Source: an optimization exercise on an open RTL-to-GDS flow (aim: small area, a short achievable clock period and few clock cycles). Production flows keep margins and buffers that such runs may drop. Function was checked by simulation only, so behaviour that the tests miss may differ from the original.

==> flow/design.v (excerpt) <==
module lcs_diff #(
    parameter N  = 16,
    parameter TW = 8
) (
    input  wire              clk,
    input  wire              rst,
    input  wire              cmd_valid,
    output wire              cmd_ready,
    input  wire [4:0]        a_len,
    input  wire [4:0]        b_len,
    input  wire [N*TW-1:0]   a_toks,
    input  wire [N*TW-1:0]   b_toks,
    output wire              out_valid,
    input  wire              out_ready,
    output wire [1:0]        out_op,
    output wire [3:0]        out_idx,
    output wire [4:0]        out_len
);
    localparam OP_REM  = 2'd0;
    localparam OP_ADD  = 2'd1;
    localparam OP_KEEP = 2'd2;
    localparam OP_END  = 2'd3;
    localparam E_IDLE = 3'd0;
    localparam E_DP   = 3'd2;
    localparam E_TB   = 3'd3;
    localparam E_EMB  = 3'd4;
    localparam E_DONE = 3'd5;
    localparam E_POST = 3'd6;    
    localparam P_UP1  = 2'd0;
    localparam P_DOWN = 2'd1;
    localparam P_UP2  = 2'd2;
    integer q;
    function [15:0] smear_dn(input [15:0] x);
        reg [15:0] y;
        begin
            y = x;
            y = y | (y >> 1);
            y = y | (y >> 2);
            y = y | (y >> 4);
            y = y | (y >> 8);
            smear_dn = y;
        end
    endfunction
    function [15:0] smear_up(input [15:0] x);
        reg [15:0] y;
        begin
            y = x;
            y = y | (y << 1);
            y = y | (y << 2);
            y = y | (y << 4);
            y = y | (y << 8);
            smear_up = y;
        end
    endfunction
    function himatch(input [15:0] c, input [15:0] mm);
        reg [7:0] a1, m1;
        reg [3:0] a2, m2;
        reg [1:0] a3, m3;
        integer k;
        begin
            for (k = 0; k < 8; k = k + 1) begin
                a1[k] = c[2*k+1] | c[2*k];
                m1[k] = c[2*k+1] ? mm[2*k+1] : (c[2*k] & mm[2*k]);
            end
            for (k = 0; k < 4; k = k + 1) begin
                a2[k] = a1[2*k+1] | a1[2*k];
                m2[k] = a1[2*k+1] ? m1[2*k+1] : m1[2*k];
            end
  ...
Size in the first run: about 4000 cells after synthesis, ~460 flip-flops, ~280 I/O pins.
==> flow/config.mk <==
export PLATFORM = sky130hd
export DESIGN_NAME = lcs_diff
export DESIGN_NICKNAME = lcs_diff
export VERILOG_FILES = /design/flow/design.v
export SDC_FILE = /design/flow/constraint.sdc
export NUM_CORES = 4
export LEC_CHECK = 0
export ABC_AREA = 1
export CAP_MARGIN = 30
export CORE_MARGIN = 2
export CORE_UTILIZATION = 40
export SLEW_MARGIN = 40
==> flow/constraint.sdc <==
create_clock -name core_clock -period 11.0 [get_ports {clk}]
set_input_delay 2.2000 -clock core_clock [delete_from_list [all_inputs] [get_ports {clk}]]
set_output_delay 2.2000 -clock core_clock [all_outputs]
set_load 0.01 [all_outputs]
standard.sh (not shown) runs the stock make flow with config.mk's settings and CLKGATE_MAP_FILE= SYNTH_SCRIPT=/design/flow/synth_recipe.tcl, a recipe that flattens the netlist after the stock synthesis.
==> flow/flow/run.sh <==
#!/bin/bash
set -euo pipefail
bash standard.sh SETUP_SLACK_MARGIN=7.6 'BUFFER_PORTS_ARGS=-buffer_cell sky130_fd_sc_hd__buf_1' finish > make_finish.log 2>&1
Testbench counts at the start, summed over its fixed seeds: cycles 7,338.
Edit:
--- a/flow/design.v
+++ b/flow/design.v
@@ -137,19 +137,19 @@
     reg [2:0]    ptr_d1, ptr_d2, ptr_d3;
     reg          u_first, u_last;    
     reg          t_first, t_last;    
     reg          dum_r;              
     reg [TW-1:0] asel0, asel1;
     reg          av1;
     reg [15:0]   M0, M1;         
     reg [15:0]   Md0, Md1;       
     reg [15:0]   Dr1r;           
-    reg [15:0]   vst [0:8];
+    reg [15:0]   vst [0:7];
     reg [15:0]   T, X, Y, GB;
     reg          fail;
     reg [15:0]   PA_e, qthr;
     reg          w_busy;         
     reg          e_pend;         
     reg [4:0]    e_len;
     reg [15:0]   PAs, QBs;       
     reg [15:0]   Xr, sX;         
     reg [3:0]    xidx;           
@@ -202,19 +202,19 @@
     wire [TW-1:0] opa1 = idle ? A[1] : asel1;
     wire          opv1 = idle ? (a_len != 5'd1) : av1;
     reg [15:0] cmp0, cmp1;
     always @(*) begin
         for (q = 0; q < N; q = q + 1) begin
             cmp0[q] = (B[q] == opa0);
             cmp1[q] = (B[q] == opa1) & opv1;
         end
     end
-    wire [15:0] vin = (e_st == E_TB) ? vst[2] : vst[0];
+    wire [15:0] vin = ((e_st == E_TB) ? vst[2] : vst[0]) | {16{u_first}};
     wire [15:0] V1 = dp_row(vin, M0);
     wire [15:0] V2 = dp_row(V1, M1);
     wire [15:0] Dr2 = ~vst[0] | {16{dum}};
     wire [15:0] Dr1 = Dr1r;
     wire        dum = dum_r;                      
     wire [15:0] c1  = (Md1 | Dr2) & T;
     wire [15:0] S1  = smear_dn(c1);
     wire [15:0] H1  = S1 & ~(S1 >> 1);
     wire        d1  = himatch(c1, Md1);
@@ -257,19 +257,19 @@
     wire [15:0] qt2  = h2 ? (z2 << 1) : qt1;
     wire [15:0] ey2  = h1 ? ey1b : ey1;
     wire [15:0] Y1   = h1 ? ((Y & ~ey1) | l1) : Y;
     wire [15:0] Y2   = h2 ? ((Y1 & ~ey2) | l2) : Y1;
     wire        emb_end = t_last || ((Y & qthr) == 16'd0);
     always @(*) begin
         e_st_n = e_st;
         case (e_st)
         E_IDLE: if (cmd_valid)
-                    e_st_n = (a_len == 5'd0 || b_len == 5'd0) ? E_DONE : E_DP;
+                    e_st_n = (a_len == 5'd0 || b_len == 5'd0) ? E_EMB : E_DP;
         E_DP:   if (u_last) e_st_n = E_TB;
         E_TB:   if (tb_last) e_st_n = E_POST;
         E_POST: if (fail) e_st_n = emb_end ? E_DONE : E_EMB;
                 else      e_st_n = handoff ? E_IDLE : E_DONE;
         E_EMB:  if (emb_end) e_st_n = E_DONE;
         E_DONE: if (handoff) e_st_n = E_IDLE;
         default: e_st_n = E_IDLE;
         endcase
         if (!cmd_valid) e_st_n = E_IDLE;
@@ -285,46 +285,43 @@
         Dr1r   <= ~V1;
         ptr_d3 <= ptr_d2;
         t_first <= u_first;
         t_last  <= u_last;
         dum_r   <= o_r && u_last;
         ptr_d1 <= pe;
         ptr_d2 <= idle ? 3'd0 : ptr_d1;
         u_first <= idle ? 1'b1 : (ptr_d1 == 3'd0);
         u_last  <= idle ? le2  : (ptr_d1 == pm1);
-        if (idle || e_st == E_DP) begin
-            vst[0] <= idle ? 16'hffff : V2;
-            for (q = 1; q < 9; q = q + 1) vst[q] <= vst[q-1];
+        if (e_st == E_DP) begin
+            vst[0] <= V2;
+            for (q = 1; q < 8; q = q + 1) vst[q] <= vst[q-1];
         end else begin
-            for (q = 0; q < 8; q = q + 1) vst[q] <= vst[q+1];
+            for (q = 0; q < 7; q = q + 1) vst[q] <= vst[q+1];
         end
+        T    <= (e_st == E_TB) ? T2 : ~(16'hffff << b_len);
+        GB   <= (e_st == E_TB) ? GB2 : 16'd0;
+        qthr <= (e_st == E_EMB || (e_st == E_POST && fail)) ? qt2 : 16'hffff;
         case (e_st)
         E_IDLE: begin
             o_r   <= a_len[0];
             pm1   <= pm1_cur;
-            T     <= ~(16'hffff << b_len);
             X     <= 16'd0;
             Y     <= 16'd0;
             fail  <= 1'b0;
-            GB    <= 16'd0;
             PA_e  <= 16'd0;
-            qthr  <= 16'hffff;
         end
         E_TB: begin
-            T    <= T2;
             X    <= X | (d1 ? oh1 : 16'd0) | (d2 ? oh0 : 16'd0);
             Y    <= Y | (d1 ? H1 : 16'd0) | (d2 ? H2 : 16'd0);
             fail <= fail_n;
-            GB   <= GB2;
         end
         E_EMB, E_POST: if (e_st == E_EMB || fail) begin
             PA_e <= PA_e | (h1 ? oh0 : 16'd0) | (h2 ? oh1 : 16'd0);
-            qthr <= qt2;
             Y    <= Y2;
         end
         default: ;
         endcase
     end
     wire        a_nz = (a_rem != 5'd0);
     wire        b_nz = (b_rem != 5'd0);
     reg  [1:0]  r_op;
     reg  [3:0]  r_idx;
@@ -387,22 +384,20 @@
         if (load_out) begin
             if (e_pend) begin
                 op_r  <= OP_END;
                 idx_r <= 4'd0;
             end else begin
                 op_r  <= r_op;
                 idx_r <= r_idx;
             end
         end
-        if (w_step && last && r_op != OP_END)
+        if (w_step && (last || r_op == OP_END))
             e_len <= w_L + {4'd0, r_keep};
-        else if (w_step && r_op == OP_END)
-            e_len <= w_L;
         if (rst) begin
             e_st   <= E_IDLE;
             ptr    <= 3'd0;
             pst    <= P_UP1;
             w_busy <= 1'b0;
             e_pend <= 1'b0;
             ov_r   <= 1'b0;
             crdy_r <= 1'b0;
             is_post <= 1'b0;
Effect: The new run completed without violations; die area came out lower by 3.5%; area after synthesis goes down by 3.5%; worst setup slack loses 0.042 ns; non-clock buffer count came out higher by 25; routed wire length fell by 5.2%; via count shrinks by 2.8%.
Testbench counts after the change, summed over its fixed seeds: cycles 7,338.

==> static timing again, ports no longer ideal <==
How much do the figures lean on ideal ports? The routed layouts below were timed once more, with nothing changed but the port constraints.
Step 1: set_driving_cell puts a clkbuf_16 on clk and a buf_2 on each other input, an assumption about the parent block.
Step 2 adds t to the input delays and takes it off the output delays; t is the mean of the earliest and latest rising clock arrival at the registers after step 1. Input paths then give back, and output paths get back, about the clock's delay inside the block.
Slacks: ideal ports / drivers / drivers and shift; pairs: ideal ports / drivers.
run	t (ns)	setup slack, ns	worst hold slack (ns)	worst slew at a driven data input, ns
the first run	0.669	7.535 / 7.472 / 6.964	0.325 / 0.325 / 0.325	0.10
the second run	0.653	7.493 / 7.492 / 6.905	0.323 / 0.323 / 0.323	0.10
After both steps every run listed still meets setup and hold. For the second run, which loses most, drivers alone change the setup slack by -0.001 ns; drivers and shift together by -0.588 ns.
